This design comes from an exercise in tuning for small area on the open sky130 flow, not from production work.
Function was checked by simulation only, so behaviour that the tests miss may differ from the original.

==> flow/design.v <==
module cmd_check;
endmodule
module mmb4l_link #(
  parameter integer W = 320,
  parameter integer H = 240,
  parameter [7:0] PREAMBLE_BYTE  = 8'hAA,
  parameter integer MAX_FRAME_LEN = 2990,
  parameter integer MIN_FRAME_LEN = 7
) (
  input  wire        clk,
  input  wire        rst,
  input  wire        in_valid,
  input  wire [7:0]  in_byte,
  input  wire        link_reset,
  output reg         pay_valid,
  output reg  [7:0]  pay_byte,
  output reg         frame_valid,
  output wire [7:0]  frame_cmd,
  output wire [11:0] frame_plen,
  output reg         drop_valid,
  output reg  [3:0]  drop_code,
  output reg         flush_valid,
  output wire [14:0] flush_x1,
  output wire [14:0] flush_y1,
  output wire [14:0] flush_x2,
  output wire [14:0] flush_y2
);
  function automatic [18:0] add18(input [17:0] a, input [17:0] b, input ci);
    integer i;
    reg c;
    begin
      c = ci;
      for (i = 0; i < 18; i = i + 1) begin
        add18[i] = a[i] ^ b[i] ^ c;
        c = (a[i] & b[i]) | (c & (a[i] ^ b[i]));
      end
      add18[18] = c;
    end
  endfunction
  reg  [2:0]  st;         
  reg  [11:0] idx;        
  reg  [11:0] plen;       
  reg  [7:0]  csum;
  reg  [2:0]  k;          
  reg  [15:0] lox, loy;   
  reg  [15:0] hix, hiy;   
  reg  [6:0]  s;          
  reg         hw;         
  reg         zf;         
  reg  [14:0] sub;        
  reg  [9:0]  m;          
  reg  [1:0]  m3;         
  reg  [14:0] budget;
  reg         over;       
  assign frame_cmd  = {1'b0, k, 1'b0, k};
  assign frame_plen = plen;
  wire is_fill = (k == 3'd1);
  wire is_draw = (k == 3'd2);
  wire is_blit = (k == 3'd3);
  wire is_scrl = (k == 3'd4);
  wire [7:0]  csum_next = csum ^ in_byte;
  wire        is_cmd = (in_byte == 8'h11) || (in_byte == 8'h22) || (in_byte == 8'h33) ||
                       (in_byte == 8'h44) || (in_byte == 8'h55);
  wire [15:0] L = {in_byte, plen[7:0]};
  wire        l_over  = (in_byte > 8'd11) || ((in_byte == 8'd11) && (plen[7:0] > 8'd174));
  wire        l_short = (in_byte == 8'd0) && (plen[7:0] < 8'd7);
  wire [18:0] p_new = add18({6'd0, L[11:0]}, 18'h3FFF9, 1'b0);    
  wire        at5 = !idx[1];
  wire        dsg = !is_draw;
  wire [15:0] dop_a = {in_byte, at5 ? hix[7:0] : hiy[7:0]};
  wire [15:0] dop_b = at5 ? lox : (is_draw ? hix[15:0] : loy);
  wire [18:0] dsum = add18({1'b0, dop_a[15] & dsg, dop_a}, ~{1'b0, dop_b[15] & dsg, dop_b}, 1'b1);
  wire        d_neg = dsum[16];
  wire        swp = d_neg && (dsg || !at5);    
  wire [18:0] dabs = add18({1'b0, dsum[16:0] ^ {17{d_neg}}}, {17'd0, d_neg}, 1'b1);
  wire [16:0] r = dabs[16:0];
  wire [15:0] c_lo   = swp ? dop_a : dop_b;     
  wire [15:0] c_hi   = swp ? dop_b : dop_a;
  wire [16:0] m_src  = is_draw ? {1'b0, c_lo} : r;
  wire [16:0] s_src  = is_draw ? {1'b0, c_hi} : r;
  wire        in8 = (idx[11:3] == 9'd1);      
  wire        at15 = in8 && (idx[2:0] == 3'd7);
  wire        m_zero = (m == 10'd0);
  wire [3:0]  mlo_cmp = {1'b0, idx[2:0]} + ~{1'b0, m[2:0]} + 4'd1;    
  wire        act = (is_draw && in8) ? ((m[9:3] != 7'd0) || mlo_cmp[3]) : !m_zero;
  wire [18:0] bsum = add18({3'd0, budget}, ~{3'd0, sub}, 1'b1);    
  wire        b_borrow = bsum[17];
  wire        by8 = is_draw && at15;
  wire [3:0]  mlo_dec = {1'b0, m[2:0]} + 4'hF;
  wire [2:0]  m_lo = by8 ? m[2:0] : mlo_dec[2:0];
  wire        m_bor = by8 || mlo_dec[3];
  wire [18:0] mhi_dec = add18({11'd0, m[9:3]}, 18'h3FFFF, !m_bor);
  wire [9:0]  m_next = (by8 && m[9:3] == 7'd0) ? 10'd0 : {mhi_dec[6:0], m_lo};
  wire        step0 = (idx[2:0] == 3'd0);
  wire        sbit  = step0 ? in_byte[7] : s[~idx[2:0]];
  wire [15:0] wv    = hw ? {1'b0, sub} : {6'd0, m};
  wire [15:0] hv    = hw ? {6'd0, m} : {1'b0, sub};
  wire [18:0] xh_m1 = add18({{10{lox[15]}}, lox[15:8]}, 18'h3FFFF, 1'b0);
  wire [18:0] yh_m1 = add18({{10{loy[15]}}, loy[15:8]}, 18'h3FFFF, 1'b0);
  wire [16:0] ax_in = step0 ? xh_m1[16:0] : {hix[15], hix};
  wire [16:0] ay_in = step0 ? yh_m1[16:0] : {hiy[15], hiy};
  wire [18:0] ax_t  = add18({ax_in, lox[~idx[2:0]]}, {2'd0, sbit ? wv : 16'd0}, 1'b1);
  wire [18:0] ay_t  = add18({ay_in, loy[~idx[2:0]]}, {2'd0, sbit ? hv : 16'd0}, 1'b1);
  wire        ax_sat = !ax_t[17] && (ax_t[16] || ax_t[15]);
  wire        ay_sat = !ay_t[17] && (ay_t[16] || ay_t[15]);
  wire lx_big = !lox[15] && ((lox[14:9] != 6'd0) || (lox[8] && (lox[7] || lox[6])));
  wire hx_big = !hix[15] && ((hix[14:9] != 6'd0) || (hix[8] && (hix[7] || hix[6])));
  wire ly_big = !loy[15] && ((loy[14:8] != 7'd0) || (loy[7:4] == 4'hF));
  wire hy_big = !hiy[15] && ((hiy[14:8] != 7'd0) || (hiy[7:4] == 4'hF));
  wire empty = lx_big || hix[15] || ly_big || hiy[15] || (is_draw && zf);
  wire [8:0] cx1 = lox[15] ? 9'd0 : lox[8:0];
  wire [8:0] cx2 = hx_big ? 9'd319 : hix[8:0];
  wire [7:0] cy1 = loy[15] ? 8'd0 : loy[7:0];
  wire [7:0] cy2 = hy_big ? 8'd239 : hiy[7:0];
  assign flush_x1 = {6'd0, cx1 & {9{!is_scrl}}};
  assign flush_y1 = {7'd0, cy1 & {8{!is_scrl}}};
  assign flush_x2 = {6'd0, is_scrl ? 9'd319 : cx2};
  assign flush_y2 = {7'd0, is_scrl ? 8'd239 : cy2};
  wire short_p = is_fill ? (plen < 12'd11) :
                 is_draw ? (budget[14:7] == 8'd0) || over || !m_zero :
                 is_blit ? (budget[14:3] == 12'd0) || over || !m_zero :
                 is_scrl ? (plen[11:1] == 11'd0) : 1'b0;
  wire do_flush = is_scrl || ((is_fill || is_draw || is_blit) && !empty);
  wire at_end = (idx == plen);
  wire [3:0] dcode = link_reset   ? 4'd7 :
                     (st < 3'd3)  ? 4'd1 :
                     (st == 3'd3) ? 4'd2 :
                     (st == 3'd5) ? (l_over ? 4'd3 : 4'd4) :
                     (csum_next != 8'd0) ? 4'd6 : 4'd8;
  always @(posedge clk) begin
    pay_valid   <= 1'b0;
    frame_valid <= 1'b0;
    drop_valid  <= 1'b0;
    flush_valid <= 1'b0;
    pay_byte    <= in_byte;
    drop_code   <= dcode;
    if (rst) begin
      st <= 3'd0;
    end else if (link_reset) begin
      if (st != 3'd0) begin
        drop_valid <= 1'b1;
      end
      st <= 3'd0;
    end else if (in_valid) begin
      csum <= csum_next;
      case (st)
        3'd0, 3'd1, 3'd2: begin
          if (st == 3'd0) csum <= in_byte;
          if (in_byte == PREAMBLE_BYTE) begin
            st <= st + 3'd1;
          end else begin
            if (st != 3'd0) begin
              drop_valid <= 1'b1;
            end
            st <= 3'd0;
          end
        end
        3'd3: begin
          k <= in_byte[2:0];
          if (is_cmd) begin
            st <= 3'd4;
          end else begin
            drop_valid <= 1'b1;
            st <= 3'd0;
          end
        end
        3'd4: begin
          plen[7:0] <= in_byte;
          st <= 3'd5;
        end
        3'd5: begin
          idx  <= 12'd0;
          plen <= p_new[11:0];
          budget <= is_draw ? {p_new[11:0], 3'd0} : {3'd0, p_new[11:0]};
          if (l_over) begin
            drop_valid <= 1'b1;
            st <= 3'd0;
          end else if (l_short) begin
            drop_valid <= 1'b1;
            st <= 3'd0;
          end else begin
            st <= 3'd6;
          end
        end
        default: begin
          if (at_end) begin
            st <= 3'd0;
            if (csum_next != 8'd0) begin
              drop_valid <= 1'b1;
            end else begin
              frame_valid <= 1'b1;
              if (short_p) begin
                drop_valid <= 1'b1;
              end else begin
                flush_valid <= do_flush;
              end
            end
          end else begin
            pay_valid <= 1'b1;
            idx <= idx + 12'd1;
            case (idx)
              12'd0: lox[7:0]  <= in_byte;
              12'd1: lox[15:8] <= in_byte;
              12'd2: loy[7:0]  <= in_byte;
              12'd3: loy[15:8] <= in_byte;
              12'd4: hix[7:0]  <= in_byte;
              12'd5: begin
                lox <= c_lo;
                hix <= c_hi;
                sub <= (s_src[16:15] != 2'd0) ? 15'h7FFF : s_src[14:0];
              end
              12'd6: hiy[7:0]  <= in_byte;
              12'd7: begin
                if (!is_draw) loy <= c_lo;
                hiy <= c_hi;
                if (is_draw) sub <= (s_src[16:15] != 2'd0) ? 15'h7FFF : s_src[14:0];
                hw     <= d_neg;
                zf     <= (c_lo == 16'd0);
                m      <= m_src[9:0];
                m3     <= 2'd0;
                over   <= (m_src[16:10] != 7'd0);
              end
              12'd8: begin
                s <= in_byte[6:0];
                if (in_byte == 8'd0) zf <= 1'b1;
              end
              default: ;
            endcase
            if (idx[11:3] != 9'd0) begin
              if (act) begin
                budget <= bsum[14:0];
                if (b_borrow) over <= 1'b1;
              end
              if (is_draw) begin
                if (at15 || (!in8 && act)) m <= m_next;
              end else if (act) begin
                if (m3 != 2'd2) begin
                  m3 <= m3 + 2'd1;
                end else begin
                  m3 <= 2'd0;
                  m  <= m_next;
                end
              end
            end
            if (in8 && is_draw) begin
              hix <= ax_sat ? 16'h7FFF : ax_t[15:0];
              hiy <= ay_sat ? 16'h7FFF : ay_t[15:0];
            end
          end
        end
      endcase
    end
  end
endmodule
Settings: LEC_CHECK=0, CAP_MARGIN=20, CORE_MARGIN=2, CORE_UTILIZATION=40, CTS_BUF_LIST=sky130_fd_sc_hd__clkbuf_8, CTS_CLUSTER_DIAMETER=45, CTS_CLUSTER_SIZE=14, GPL_TIMING_DRIVEN=0, SLEW_MARGIN=20; clock period 18.0 ns.
standard.sh (not shown) runs the stock make flow with config.mk's settings and CLKGATE_MAP_FILE= SYNTH_SCRIPT=/design/flow/synth_recipe.tcl, a recipe that flattens the netlist after the stock synthesis.
==> flow/flow/run.sh <==
#!/bin/bash
# Layout flow: the standard synthesis, then the combinational logic of
# that netlist re-mapped by ABC for area (every register cell, its name and
# its type kept as synthesis made them), then the standard layout steps.
# Port buffers use the smallest buffer cell; the clock tree gets no dummy
# loads. Each tool's output goes to a log file of its own in this folder.
set -euo pipefail
export BUFFER_PORTS_ARGS="-buffer_cell sky130_fd_sc_hd__buf_1"
# Clock tree as configured in config.mk, without dummy balancing loads
export CTS_ARGS="-sink_clustering_enable -repair_clock_nets -sink_clustering_size 14 -sink_clustering_max_diameter 45 -buf_list sky130_fd_sc_hd__clkbuf_8 -dont_use_dummy_load"
R=$PWD/orfs/results/$FLOW_PLATFORM/mmb4l_link/base
LIB=$FLOW_HOME/platforms/$FLOW_PLATFORM/lib/sky130_fd_sc_hd__tt_025C_1v80.lib
YOSYS=$FLOW_HOME/../tools/install/yosys/bin/yosys
[ -x "$YOSYS" ] || YOSYS=yosys

bash standard.sh synth > std_synth.log 2>&1
cp $R/1_2_yosys.v std_netlist.v
grep -oE 'sky130_fd_sc_hd__e?dfxtp_1 +[^ (]+' std_netlist.v | sort > regs_std.txt

# ABC scripts tried; the smallest result whose registers match is kept
I="topo; strash; dch; amap -F 5"
printf "strash; dc2; dch -f; amap -F 5; $I; $I\n" > reopt1.abc
printf "strash; dch; amap -F 10 -A 10; $I; $I\n" > reopt2.abc
printf "strash; ifraig; dc2; dch -f; amap -F 5; $I; $I\n" > reopt3.abc
printf "strash; dc2; dch -f; amap\n" > reopt4.abc
J="topo; strash; dch; amap -F 10 -A 10"
printf "strash; dch; amap -F 10 -A 10; $J; $J; $J; $J; $J\n" > reopt5.abc
best=""; best_area=""
for n in 1 2 3 4 5; do
  cat > reopt$n.ys <<EOS
read_liberty -ignore_miss_func $LIB
read_verilog std_netlist.v
hierarchy -top $FLOW_TOP
blackbox sky130_fd_sc_hd__dfxtp_1 sky130_fd_sc_hd__edfxtp_1 sky130_fd_sc_hd__conb_1
setattr -set keep 1 t:sky130_fd_sc_hd__dfxtp_1 t:sky130_fd_sc_hd__edfxtp_1
flatten
hierarchy -top $FLOW_TOP
opt -purge
abc -liberty $LIB -dont_use sky130_fd_sc_hd__lpflow_bleeder_1 -dont_use sky130_fd_sc_hd__lpflow_clkbufkapwr_1 -dont_use sky130_fd_sc_hd__lpflow_clkbufkapwr_16 -dont_use sky130_fd_sc_hd__lpflow_clkbufkapwr_2 -dont_use sky130_fd_sc_hd__lpflow_clkbufkapwr_4 -dont_use sky130_fd_sc_hd__lpflow_clkbufkapwr_8 -dont_use sky130_fd_sc_hd__lpflow_clkinvkapwr_1 -dont_use sky130_fd_sc_hd__lpflow_clkinvkapwr_16 -dont_use sky130_fd_sc_hd__lpflow_clkinvkapwr_2 -dont_use sky130_fd_sc_hd__lpflow_clkinvkapwr_4 -dont_use sky130_fd_sc_hd__lpflow_clkinvkapwr_8 -dont_use sky130_fd_sc_hd__lpflow_decapkapwr_12 -dont_use sky130_fd_sc_hd__lpflow_decapkapwr_3 -dont_use sky130_fd_sc_hd__lpflow_decapkapwr_4 -dont_use sky130_fd_sc_hd__lpflow_decapkapwr_6 -dont_use sky130_fd_sc_hd__lpflow_decapkapwr_8 -dont_use sky130_fd_sc_hd__lpflow_inputiso0n_1 -dont_use sky130_fd_sc_hd__lpflow_inputiso0p_1 -dont_use sky130_fd_sc_hd__lpflow_inputiso1n_1 -dont_use sky130_fd_sc_hd__lpflow_inputiso1p_1 -dont_use sky130_fd_sc_hd__lpflow_inputisolatch_1 -dont_use sky130_fd_sc_hd__lpflow_isobufsrc_1 -dont_use sky130_fd_sc_hd__lpflow_isobufsrc_16 -dont_use sky130_fd_sc_hd__lpflow_isobufsrc_2 -dont_use sky130_fd_sc_hd__lpflow_isobufsrc_4 -dont_use sky130_fd_sc_hd__lpflow_isobufsrc_8 -dont_use sky130_fd_sc_hd__lpflow_isobufsrckapwr_16 -dont_use sky130_fd_sc_hd__lpflow_lsbuf_lh_hl_isowell_tap_1 -dont_use sky130_fd_sc_hd__lpflow_lsbuf_lh_hl_isowell_tap_2 -dont_use sky130_fd_sc_hd__lpflow_lsbuf_lh_hl_isowell_tap_4 -dont_use sky130_fd_sc_hd__lpflow_lsbuf_lh_isowell_4 -dont_use sky130_fd_sc_hd__lpflow_lsbuf_lh_isowell_tap_1 -dont_use sky130_fd_sc_hd__lpflow_lsbuf_lh_isowell_tap_2 -dont_use sky130_fd_sc_hd__lpflow_lsbuf_lh_isowell_tap_4 -dont_use sky130_fd_sc_hd__probe_p_8 -dont_use sky130_fd_sc_hd__probec_p_8  -script reopt$n.abc
opt_clean -purge
tee -o reopt$n.stat stat -liberty $LIB
write_verilog -noattr -nohex -nodec reopt$n.v
EOS
  "$YOSYS" -l reopt$n.log -s reopt$n.ys > /dev/null 2>&1 || continue
  grep -oE 'sky130_fd_sc_hd__e?dfxtp_1 +[^ (]+' reopt$n.v | sort > regs_$n.txt
  cmp -s regs_std.txt regs_$n.txt || continue
  a=$(grep -oE "Chip area for module .*: [0-9.]+" reopt$n.stat | awk '{print $NF}' | head -1)
  [ -n "$a" ] || continue
  if [ -z "$best" ] || awk "BEGIN{exit !($a < $best_area)}"; then best=$n; best_area=$a; fi
done
echo "best: $best $best_area" > reopt_choice.log
if [ -n "$best" ] && [ -s regs_std.txt ]; then
  cp reopt$best.v $R/1_2_yosys.v
  touch $R/1_2_yosys.v
fi
bash standard.sh > std_layout.log 2>&1
The first run ran to the end with no violations.
Edit:
--- a/flow/flow/run.sh
+++ b/flow/flow/run.sh
@@ -27,4 +27,7 @@
 printf "strash; dch; amap -F 10 -A 10; $J; $J; $J; $J; $J\n" > reopt5.abc
-best=""; best_area=""
-for n in 1 2 3 4 5; do
+for n in 6 7 8 9; do
+  printf "strash; &get -n; &deepsyn -T 150 -S $n; &put; dch -f; amap -F 10 -A 10; $J; $J\n" > reopt$n.abc
+done
+run_reopt() {
+  n=$1
   cat > reopt$n.ys <<EOS
@@ -43,3 +46,10 @@
 EOS
-  "$YOSYS" -l reopt$n.log -s reopt$n.ys > /dev/null 2>&1 || continue
+  "$YOSYS" -l reopt$n.log -s reopt$n.ys > /dev/null 2>&1 || true
+}
+for n in 1 2 3 4 5; do run_reopt $n; done
+for n in 6 7 8 9; do run_reopt $n & done
+wait
+best=""; best_area=""
+for n in 1 2 3 4 5 6 7 8 9; do
+  [ -s reopt$n.v ] || continue
   grep -oE 'sky130_fd_sc_hd__e?dfxtp_1 +[^ (]+' reopt$n.v | sort > regs_$n.txt
Result: Routed wire length is lower by 3.2%; global-route usage is higher by 0.91 points; count of clock-buffer cells in the layout is unchanged; die area is lower by 4.5%; synthesized cell count is lower by about 9%; hold slack is better by 0.053 ns; non-clock buffer count is lower by 2.

static timing again, ports no longer ideal:
The flow's constraints put no driver on any port. The routed layouts listed below were extracted and timed again, unchanged, in two steps. Step 1 assumes that a clkbuf_16 drives the clock port and a buf_2 every other input. Step 2 also shifts input and output timing later by t, the mid clock arrival at the registers, as if the neighbouring blocks saw the same clock. Three values: no drivers, after step 1, after step 2; two values: the first two.
| run | t, ns | setup WS [ns] | worst register clock-pin slew, ns | worst slew at a driven data input, ns | pins driven straight from the clock port |
|---|---|---|---|---|---|
| the first run | 0.520 | 2.977 / 2.977 / 2.977 | 0.10 / 0.10 | 0.03 | 1 |
| the second run | 0.528 | 5.330 / 5.330 / 4.929 | 0.12 / 0.12 | 0.03 | 1 |
After both steps setup and hold are still met in every run listed. For the second run, which loses most, drivers alone change the setup slack by 0.000 ns; drivers and shift together by -0.401 ns.
